Context: an optimization exercise on an open-source flow, tuned for small area. The choices shown serve that exercise and are no tape-out recipe. The RTL was checked by simulation tests, not by an equivalence proof against the original design. The clock port is modelled as an ideal driver; clocking choices that lean on that would not hold on a real chip. Power is estimated from default activity; no workload was simulated.

==> module illum_rx, before the edit <==
module illum_rx (
    input  wire        clk,
    input  wire        rst,               
    input  wire        in_valid,
    input  wire [7:0]  in_data,
    input  wire        in_long,           
    input  wire        in_check_framing,  
    output reg         out_valid,
    output reg         out_long,
    output reg  [2:0]  out_err,
    output reg  [7:0]  out_bcc,
    output reg  [6:0]  out_head,
    output reg  [15:0] out_cmd,
    output reg  [31:0] out_param,
    output reg  [2:0]  out_status,
    output reg         out_low_battery,
    output wire        out_d1_absent,
    output reg         out_d1_neg,
    output reg  [13:0] out_d1_mant,
    output wire [3:0]  out_d1_exp,
    output wire        out_d2_absent,
    output reg         out_d2_neg,
    output reg  [13:0] out_d2_mant,
    output wire [3:0]  out_d2_exp,
    output wire        out_d3_absent,
    output reg         out_d3_neg,
    output reg  [13:0] out_d3_mant,
    output wire [3:0]  out_d3_exp
);
    localparam [7:0] STX = 8'h02;
    localparam [7:0] ETX = 8'h03;
    localparam [7:0] CR  = 8'h0D;
    localparam [7:0] LF  = 8'h0A;
    localparam [7:0] SP  = 8'h20;
    localparam [2:0] S_H1 = 3'b000;
    localparam [2:0] S_H2 = 3'b001;
    localparam [2:0] S_F1 = 3'b100;
    localparam [2:0] S_F2 = 3'b101;
    localparam [2:0] S_F3 = 3'b110;
    localparam [2:0] S_T  = 3'b010;
    reg [2:0] seg;
    reg [2:0] ph;
    reg       chk;       
    reg [3:0] e1, e2, e3;
    wire      sp_ok = e3[0];
    wire      sp_nx = is_sp & (p0 | sp_ok);
    assign out_d1_exp = e1;
    assign out_d2_exp = e2;
    assign out_d3_exp = e3;
    assign out_d1_absent = e1[3] & ~e1[2];
    assign out_d2_absent = e2[3] & ~e2[2];
    assign out_d3_absent = e3[3] & ~e3[2];
    wire [7:0] b = in_data;
    wire       is_dig = (b[7:4] == 4'h3) && (b[3:0] <= 4'd9);
    wire       is_sp  = (b == SP);
    wire p0 = ~ph[2] & ~ph[0];
    wire p1 = ~ph[1] &  ph[0];
    wire p2 = ~ph[2] &  ph[1];
    wire p3 =  ph[2] &  ph[0];
    wire p4 =  ph[1] & ~ph[0];
    wire p5 =  ph[2] & ~ph[1];
    wire in_h1 = (seg == S_H1);
    wire in_h2 = (seg == S_H2);
    wire in_f  = seg[2];
    wire in_t  = (seg == S_T);
    wire seg_end = (in_h2 & p2) | (in_t & p4) | p5;
    reg  [2:0] seg_nx;
    always @(*) begin
        case (seg)
            S_H1:    seg_nx = S_H2;
            S_H2:    seg_nx = out_long ? S_F1 : S_T;
            S_F1:    seg_nx = S_F2;
            S_F2:    seg_nx = S_F3;
            S_F3:    seg_nx = S_T;
            default: seg_nx = S_H1;
        endcase
    end
    always @(posedge clk) begin
        if (rst) begin
            seg       <= S_H1;
            ph        <= 3'b000;
            out_valid <= 1'b0;
        end else begin
            out_valid <= in_valid & in_t & p4;
            if (in_valid) begin
                if (seg_end) begin
                    seg <= seg_nx;
                    ph  <= 3'b000;
                end else begin
                    ph  <= {ph[1:0], ~ph[2]};
                end
            end
        end
    end
    wire        first = p1;
    wire [9:0]  x = out_d3_mant[9:0] & {10{~first}};
    wire [13:0] h;
    wire [13:0] cy;
    assign h[0]  = b[0];
    assign h[1]  = x[0] ^ b[1];
    assign cy[2] = x[0] & b[1];
    assign h[2]  = x[1] ^ b[2] ^ cy[2];
    assign cy[3] = ((x[1] & b[2]) | (x[1] & cy[2]) | (b[2] & cy[2])) | b[3];
    genvar gi;
    generate
        for (gi = 3; gi <= 10; gi = gi + 1) begin : g_fa
            wire a_ = x[gi-3];
            wire b_ = x[gi-1];
            assign h[gi]    = a_ ^ b_ ^ cy[gi];
            assign cy[gi+1] = (a_ & b_) | (a_ & cy[gi]) | (b_ & cy[gi]);
        end
    endgenerate
    assign h[11]  = x[8] ^ cy[11];
    assign cy[12] = x[8] & cy[11];
    assign h[12]  = x[9] ^ cy[12];
    assign h[13]  = x[9] & cy[12];
    wire [3:0] nib = p1 ? out_bcc[7:4] : out_bcc[3:0];
    wire       nib_let = nib[3] & (nib[2] | nib[1]);
    wire [2:0] nib_m1  = nib[2:0] - 3'd1;
    wire       hex_ok  = nib_let ? ((b[7:6] == 2'b01) && (b[4:3] == 2'b00) && (b[2:0] == nib_m1))
                                 : ((b[7:4] == 4'h3) && (b[3:0] == nib));
    wire meas_bad = (sp_ok & ~is_sp & ~p1) | (~is_dig & ~(sp_ok & is_sp));
    always @(posedge clk) begin
        if (in_valid) begin
            if (in_h1 & p0) begin
                out_long <= in_long;
                chk      <= in_check_framing;
            end
            if (in_h1 & p2)
                out_head <= h[6:0];
            if ((in_h1 & (p3 | p4 | p5)) | in_h2)
                {out_cmd, out_param} <= {out_cmd[7:0], out_param, b};
            if (in_f & p0) begin
                out_d1_neg  <= out_d2_neg;
                out_d2_neg  <= out_d3_neg;
                out_d3_neg  <= (b == 8'h2D);
                out_d1_mant <= out_d2_mant;
                out_d2_mant <= out_d3_mant;
                e1 <= e2;
                e2 <= e3;
            end
            if ((p1 | p2 | p3 | p4) & ~in_t)
                out_d3_mant <= h;
            if (~in_t)
                e3[0] <= p5 ? b[0] : sp_nx;
            if (p5)
                e3[3:1] <= sp_nx ? 3'b100 : {~(b[3] ^ b[2]), ~b[2], b[1]};
        end
    end
    wire       frm_bad = in_t & chk & ((p0 & b != ETX) | (p3 & b != CR) | (p4 & b != LF));
    wire       e_ld    = in_valid & in_h1 & p0;
    wire       e_frm   = in_valid & frm_bad;
    wire       e_chk   = in_valid & in_t & (p1 | p2) & ~hex_ok & (out_err != 3'd1);
    wire       e_pay   = in_valid & ((in_h1 & (p1 | p2) & ~is_dig) | (in_f & ~p0 & meas_bad)) &
                         (out_err == 3'd0);
    wire       e_keep  = ~(e_ld | e_frm | e_chk | e_pay);
    wire [2:0] e_code  = in_f ? seg : 3'd3;
    always @(posedge clk) begin
        out_err[0] <= (e_ld & in_check_framing & (b != STX)) | e_frm | (e_pay & e_code[0]) | (e_keep & out_err[0]);
        out_err[1] <= e_chk | (e_pay & e_code[1]) | (e_keep & out_err[1]);
        out_err[2] <= (e_pay & e_code[2]) | (e_keep & out_err[2]);
    end
    wire bcc_clr = in_valid & in_h1 & p0;
    wire bcc_acc = in_valid & ~(in_t & ~p0);
    always @(posedge clk)
        out_bcc <= (out_bcc ^ (b & {8{bcc_acc}})) & {8{~bcc_clr}};
    wire [7:0] s1 = out_param[23:16];
    wire [7:0] s3 = out_param[7:0];
    always @(*) begin
        case (s1)
            8'h20, 8'h37: out_status = 3'd0;
            8'h35:        out_status = 3'd1;
            8'h31:        out_status = 3'd2;
            8'h32:        out_status = 3'd3;
            8'h33:        out_status = 3'd4;
            default:      out_status = 3'd7;
        endcase
        case (s3)
            8'h30, 8'h32: out_low_battery = 1'b0;
            8'h31, 8'h33: out_low_battery = 1'b1;
            default: begin
                out_low_battery = 1'b0;
                out_status      = 3'd7;
            end
        endcase
    end
endmodule
export LEC_CHECK = 0
export CAP_MARGIN = 0
export CORE_MARGIN = 2
export CORE_UTILIZATION = 40
export SLEW_MARGIN = 0
create_clock -name core_clock -period 10.0 [get_ports {clk}]
standard.sh (not shown) runs the stock make flow with config.mk's settings and CLKGATE_MAP_FILE= SYNTH_SCRIPT=/design/flow/synth_recipe.tcl, a recipe that flattens the netlist after the stock synthesis.
==> flow/flow/run.sh <==
#!/bin/bash
# Layout flow:
#  1. the standard synthesis, unchanged (standard.sh synth).
#  2. Area resynthesis of the combinational logic only: the netlist's
#     combinational cells are read back as logic and remapped by ABC with an
#     area-oriented script (eight runs, the smallest result kept); every
#     register stays the same instance, with the same name and cell type.
#  3. The standard ORFS layout of that netlist (standard.sh finish), with
#     buf_1 port buffers, a clkbuf_4 clock tree without dummy loads, and
#     flow/downsize.tcl before the placement repairs and flow/small_bufs.tcl
#     before the later ones.
# Logs: synth.log, resynth_s1..8.log, resynth.log and flow.log here; each ORFS step's own log
# stays in orfs/logs.
set -euo pipefail
cd "$(dirname "$0")/.."
WORK=$PWD
R=$WORK/orfs/results/$FLOW_PLATFORM/illum_rx/base
LIB=$FLOW_HOME/platforms/$FLOW_PLATFORM/lib/sky130_fd_sc_hd__tt_025C_1v80.lib
YOSYS=$FLOW_HOME/../tools/install/yosys/bin/yosys

export BUFFER_PORTS_ARGS="-buffer_cell sky130_fd_sc_hd__buf_1"
export CTS_ARGS="-sink_clustering_enable -repair_clock_nets -dont_use_dummy_load -buf_list sky130_fd_sc_hd__clkbuf_4"
export DOWNSIZE_MAX_FANOUT=6
export PRE_GLOBAL_PLACE_TCL="$WORK/flow/downsize.tcl"
export PRE_RESIZE_TCL="$WORK/flow/downsize.tcl"
export PRE_CTS_TCL="$WORK/flow/small_bufs.tcl"
export PRE_GLOBAL_ROUTE_TCL="$WORK/flow/small_bufs.tcl"

bash standard.sh synth > synth.log 2>&1

mkdir -p resynth
cp "$R/1_2_yosys.v" resynth/standard.v
python3 flow/mkmodels.py "$LIB" resynth/comb_models.v
# the same models plus the full adder, so that ABC may also restructure it
cp resynth/comb_models.v resynth/comb_models_fa.v
echo 'module sky130_fd_sc_hd__fa_1(input A, input B, input CIN, output COUT, output SUM); assign SUM = A ^ B ^ CIN; assign COUT = (A & B) | (A & CIN) | (B & CIN); endmodule' >> resynth/comb_models_fa.v
DU=""
for c in $(cat flow/dont_use.txt); do DU="$DU -dont_use $c"; done
# Eight resynthesis runs, four at a time: four ABC seeds, with the full
# adder cells kept (runs 1-4) or read back as logic too (runs 5-8). The
# smallest one that passes the checks below is used.
for k in 1 2 3 4 5 6 7 8; do
  d=resynth/s$k
  models=$WORK/resynth/comb_models.v
  if [[ $k -gt 4 ]]; then models=$WORK/resynth/comb_models_fa.v; fi
  seed=$(( (k - 1) % 4 + 1 ))
  mkdir -p $d
  printf '%s\n' "strash" "&get -n" "&deepsyn -S $seed -T 30" "&put" "dch -f" "amap" "strash" "dch -f" "amap" "topo" > $d/area.abc
  cat > $d/resynth.ys <<EOY
read_liberty -lib $LIB
read_verilog -overwrite $models
read_verilog $WORK/resynth/standard.v
hierarchy -top $FLOW_TOP
flatten
rename -hide w:*
delete t:\$scopeinfo
techmap
opt -purge
abc -liberty $LIB $DU -script $WORK/$d/area.abc
opt_clean -purge
splitnets
opt_clean -purge
hilomap -singleton -hicell sky130_fd_sc_hd__conb_1 HI -locell sky130_fd_sc_hd__conb_1 LO
tee -o $WORK/$d/stat.txt stat -liberty $LIB
write_verilog -noattr -noexpr -nohex -nodec $WORK/$d/resynth.v
EOY
  ( "$YOSYS" -s $d/resynth.ys > resynth_s$k.log 2>&1 || true ) &
  if [[ $k -eq 4 ]]; then wait; fi
done
wait

# A run counts only if yosys finished, every cell is a library cell, and the
# registers are exactly the standard synthesis's.
regs() { grep -oE 'sky130_fd_sc_hd__[a-z0-9_]*df[a-z0-9_]* +[^ ]+' "$1" | sort; }
best=""; best_area=""
for k in 1 2 3 4 5 6 7 8; do
  d=resynth/s$k
  [[ -s $d/resynth.v && -s $d/stat.txt ]] || continue
  grep -qE '^ *\\?\$' $d/resynth.v && continue
  diff <(regs resynth/standard.v) <(regs $d/resynth.v) > /dev/null || continue
  a=$(grep 'Chip area' $d/stat.txt | awk '{print $NF}')
  echo "seed $k: area $a" >> resynth.log
  if [[ -z "$best" ]] || awk -v a="$a" -v b="$best_area" 'BEGIN { exit !(a < b) }'; then
    best=$d; best_area=$a
  fi
done
if [[ -n "$best" ]]; then
  echo "using $best ($best_area)" >> resynth.log
  cp $best/resynth.v "$R/1_2_yosys.v"
  rm -f "$R/1_synth.odb" "$R/1_synth.sdc"
else
  echo "resynthesis rejected; keeping the standard netlist" >> resynth.log
fi
bash standard.sh finish > flow.log 2>&1
Other scripts of this flow, unchanged in this note and not shown: flow/flow/dont_use.txt, flow/flow/downsize.tcl, flow/flow/mkmodels.py, flow/flow/small_bufs.tcl
Edit:
--- a/flow/design.v
+++ b/flow/design.v
@@ -142,26 +142,23 @@
             if ((p1 | p2 | p3 | p4) & ~in_t)
                 out_d3_mant <= h;
             if (~in_t)
                 e3[0] <= p5 ? b[0] : sp_nx;
             if (p5)
                 e3[3:1] <= sp_nx ? 3'b100 : {~(b[3] ^ b[2]), ~b[2], b[1]};
+            if (in_h1 & p0)
+                out_err <= (in_check_framing && b != STX) ? 3'd1 : 3'd0;
+            if (in_h1 & (p1 | p2) & ~is_dig & (out_err == 3'd0))
+                out_err <= 3'd3;
+            if (in_f & ~p0 & meas_bad & (out_err == 3'd0))
+                out_err <= seg;
+            if (in_t & (p1 | p2) & ~hex_ok & (out_err != 3'd1))
+                out_err <= 3'd2;
+            if (in_t & chk & ((p0 & b != ETX) | (p3 & b != CR) | (p4 & b != LF)))
+                out_err <= 3'd1;
         end
-    end
-    wire       frm_bad = in_t & chk & ((p0 & b != ETX) | (p3 & b != CR) | (p4 & b != LF));
-    wire       e_ld    = in_valid & in_h1 & p0;
-    wire       e_frm   = in_valid & frm_bad;
-    wire       e_chk   = in_valid & in_t & (p1 | p2) & ~hex_ok & (out_err != 3'd1);
-    wire       e_pay   = in_valid & ((in_h1 & (p1 | p2) & ~is_dig) | (in_f & ~p0 & meas_bad)) &
-                         (out_err == 3'd0);
-    wire       e_keep  = ~(e_ld | e_frm | e_chk | e_pay);
-    wire [2:0] e_code  = in_f ? seg : 3'd3;
-    always @(posedge clk) begin
-        out_err[0] <= (e_ld & in_check_framing & (b != STX)) | e_frm | (e_pay & e_code[0]) | (e_keep & out_err[0]);
-        out_err[1] <= e_chk | (e_pay & e_code[1]) | (e_keep & out_err[1]);
-        out_err[2] <= (e_pay & e_code[2]) | (e_keep & out_err[2]);
     end
     wire bcc_clr = in_valid & in_h1 & p0;
     wire bcc_acc = in_valid & ~(in_t & ~p0);
     always @(posedge clk)
         out_bcc <= (out_bcc ^ (b & {8{bcc_acc}})) & {8{~bcc_clr}};
     wire [7:0] s1 = out_param[23:16];
=> Setup slack gains 0.080 ns. Wire length rose by 3.2%. Non-clock buffer count falls by 1. Core utilization came out higher by 0.16 points. Clock power hardly moves. Via count rose by 0.35%. Power rises by 15%. Hold slack loses 0.017 ns. Register-to-register slack degrades by 0.09 ns. Synthesized cell count goes up by 0.85%.

[what the ideal ports hide]
Ports are ideal in the flow. The routed layouts listed here were re-timed in OpenROAD.
Step 1: set_driving_cell puts a clkbuf_16 on clk and a buf_2 on each other input, an assumption about the parent block.
Step 2 adds t to the input delays and takes it off the output delays; t is the mean of the earliest and latest rising clock arrival at the registers after step 1. Input paths then give back, and output paths get back, about the clock's delay inside the block.
Slacks: ideal / step 1 / step 2; pairs: ideal / step 1.
run | t, ns | setup WS [ns] | latest minus earliest clock arrival (ns) | worst slew at a driven data input, ns
the first run | 0.536 | 5.065 / 5.073 / 4.537 | 0.036 / 0.037 | 0.03
the second run | 0.543 | 5.146 / 5.134 / 4.591 | 0.032 / 0.032 | 0.04
After both steps every run listed still meets setup and hold. The setup slack of the second run, which loses most, moves by -0.012 ns with the drivers and by -0.555 ns with both steps.
